From an optimization exercise on the open Yosys and OpenROAD flow, aimed at small area; shortcuts taken in it are not production practice.
The RTL was checked by simulation tests, not by an equivalence proof against the original design.
Power and IR drop assume default switching activity.

## run 1
// dcpu16_core
module dcpu16_core (
    input  wire        clk,
    input  wire        rst,
    output wire        mem_req,
    output wire        mem_we,
    output wire [15:0] mem_addr,
    output wire [15:0] mem_wdata,
    input  wire        mem_ready,
    input  wire [15:0] mem_rdata,
    output wire        halted,
    output wire        fault,
    input  wire [3:0]  dbg_sel,
    output wire [15:0] dbg_data
);
export LEC_CHECK = 0
export ABC_AREA = 1
export CAP_MARGIN = 20
export CORE_MARGIN = 2
export CORE_UTILIZATION = 40
export CTS_BUF_LIST = sky130_fd_sc_hd__clkbuf_2
export SLEW_MARGIN = 20
create_clock -name core_clock -period 10.0 [get_ports {clk}]
standard.sh (not shown) runs the stock make flow with config.mk's settings and CLKGATE_MAP_FILE= SYNTH_SCRIPT=/design/flow/synth_recipe.tcl, a recipe that flattens the netlist after the stock synthesis.
==> flow/flow/run.sh <==
#!/bin/bash
# Standard layout, except that the port buffers are the smallest buffer cell.
# Each tool's full output goes to its own log in this folder (ORFS also keeps
# per-step logs under orfs/logs).
set -euo pipefail
export BUFFER_PORTS_ARGS="-buffer_cell sky130_fd_sc_hd__buf_1"
bash standard.sh > standard.log 2>&1
Modified inputs, run 2 compared to run 1
- an added PLACE_DENSITY of 0.75
- a change of CTS_BUF_LIST from sky130_fd_sc_hd__clkbuf_2 to sky130_fd_sc_hd__clkbuf_4
- an added CTS_CLUSTER_SIZE of 10
- an added CTS_CLUSTER_DIAMETER of 50
--- a/flow/flow/run.sh
+++ b/flow/flow/run.sh
@@ -3,2 +3,3 @@
-# Each tool's full output goes to its own log in this folder (ORFS also keeps
-# per-step logs under orfs/logs).
+# The clock tree settings come from config.mk (CTS_BUF_LIST, CTS_CLUSTER_SIZE,
+# CTS_CLUSTER_DIAMETER). The make output goes to standard.log here; ORFS also
+# keeps per-step logs under orfs/logs.
[summary]
Run 1 finished end to end and its layout was clean on timing, DRC and antenna. Run 2: no failed stages, no open violations at the end. Final critical-path setup slack essentially unchanged between run 2 and run 1. The lower cell area came out of run 2. Looking at fraction of layout instances using a drive strength above 1, run 2 sits 3.4 points lower than run 1 does. On final critical-path required period, run 2 and run 1 are basically level.
For run 3, these inputs were changed with respect to run 2:
- changing CTS_BUF_LIST from sky130_fd_sc_hd__clkbuf_4 to sky130_fd_sc_hd__clkbuf_1 sky130_fd_sc_hd__clkbuf_2 sky130_fd_sc_hd__clkbuf_4 sky130_fd_sc_hd__clkbuf_8
- removing CTS_CLUSTER_DIAMETER (formerly 50)
- removing CTS_CLUSTER_SIZE (formerly 10)
- removing PLACE_DENSITY (formerly 0.75)
==> flow/flow/run.sh <==
#!/bin/bash
# Standard layout, except that the port buffers are the smallest buffer cell.
# Each tool's full output goes to its own log in this folder (ORFS also keeps
# per-step logs under orfs/logs).
set -euo pipefail
export BUFFER_PORTS_ARGS="-buffer_cell sky130_fd_sc_hd__buf_1"
bash standard.sh > standard.log 2>&1
## What came out
From run 2 to run 3 the numbers moved as follows: overall power of the completed layout rose 500 uW, part of the cycle the worst path needs held, routed wire length picked up an extra 1100 microns, final weighted congestion in routability-driven placement did not really move. Side by side, total combinational power turned out lower in run 3 than in run 2.
Input-level comparison between run 4 and run 3:
- CTS_CLUSTER_DIAMETER: unset -> 50
- CTS_CLUSTER_SIZE: unset -> 10
- CTS_BUF_LIST: sky130_fd_sc_hd__clkbuf_1 sky130_fd_sc_hd__clkbuf_2 sky130_fd_sc_hd__clkbuf_4 sky130_fd_sc_hd__clkbuf_8 -> sky130_fd_sc_hd__clkbuf_4
--- a/flow/flow/run.sh
+++ b/flow/flow/run.sh
@@ -3,2 +3,3 @@
-# Each tool's full output goes to its own log in this folder (ORFS also keeps
-# per-step logs under orfs/logs).
+# The clock tree settings come from config.mk (CTS_BUF_LIST, CTS_CLUSTER_SIZE,
+# CTS_CLUSTER_DIAMETER). The make output goes to standard.log here; ORFS also
+# keeps per-step logs under orfs/logs.
==> results.txt <==
Every stage of the flow completed for run 4, and the final layout passed the timing, design-rule and antenna checks.
Combinational cell fraction of total power, run 4 and run 3: larger value in run 4
First-pass detailed-route iteration total: run 4 vs run 3 up 3
Power per cell area for run 4 is lower than for run 3.
Power drawn by the combinational cells: run 3 vs run 4 — no meaningful difference
Per the comparison of run 4 with run 3, arrival time reported for the critical path endpoint has increased; worst-case vdd ir drop now smaller; total wire length after detailed routing lost about 0.7%; global-route wire length before repair went down 580 microns; final worst setup slack dropped 37 ps.
Routed via count was higher in the run labelled run 3.
Input changes introduced in run 5 (baseline for comparison: run 4):
- removing CTS_CLUSTER_DIAMETER (formerly 50)
- removing CTS_CLUSTER_SIZE (formerly 10)
==> flow/run.sh (new file) <==
#!/bin/bash
# synth_recipe.tcl (not shown) runs the flow's synth.tcl, then flattens the netlist and writes it again
# the make line also repeats each setting of config.mk as NAME=value (left out here)
make -C /OpenROAD-flow-scripts/flow DESIGN_CONFIG=/design/flow/config.mk WORK_HOME=/design/flow/orfs CLKGATE_MAP_FILE= SYNTH_SCRIPT=/design/flow/synth_recipe.tcl finish
removed: flow/flow/run.sh
removed: flow/standard.sh
Notes after the runs:
Run 4 has completed all stages; timing, DRC and antenna checks passed.
In summary, run 5 completed successfully, with a layout that passed the timing, design-rule and antenna checks.
Route | run 5 vs run 4 | wire longer in run 5
Changes observed in run 5 relative to run 4: sequential share of cell area moved down; setup slack lower; final cell count climbed 3.2%.
Compared with run 4, run 5 shows a higher wire length on met3.
Per the comparison of run 5 with run 4, period utilization increased 6.8 points, global-route usage increased 0.24 points, length in cells of the worst reg-to-reg path decreased 2, via count increased about 3.7%.

static timing again, ports no longer ideal:
The results above use ideal ports. As a check the final layouts listed here were re-extracted and re-timed, cells and wires unchanged.
Step 1 assumes that a clkbuf_16 drives the clock port and a buf_2 every other input.
Step 2 times the ports against the registers' clock, not the clock port: input delays grow and output delays shrink by t, the midpoint of the rising clock arrivals with the driver on.
a / b / c = no drivers / after step 1 / after step 2; a / b = the first two.
run | shift t [ns] | setup slack, ns | worst hold slack (ns) | worst data-port slew with drivers (ns) | cell pins on the clock port's net
run 1 | 0.994 | 3.229 / 3.189 / 3.189 | 0.323 / 0.323 / 0.323 | 0.05 | 1
run 2 | 0.750 | 3.230 / 3.175 / 3.175 | 0.310 / 0.310 / 0.310 | 0.05 | 1
run 3 | 0.657 | 3.235 / 3.194 / 3.194 | 0.340 / 0.340 / 0.340 | 0.05 | 1
run 4 | 0.782 | 3.198 / 3.157 / 3.157 | 0.338 / 0.338 / 0.338 | 0.05 | 1
run 5 | 0.766 | 2.517 / 2.490 / 2.490 | 0.327 / 0.327 / 0.327 | 0.05 | 1
After both steps setup and hold are still met in every run listed. The setup slack of run 2, which loses most, moves by -0.055 ns with the drivers and by -0.055 ns with both steps.
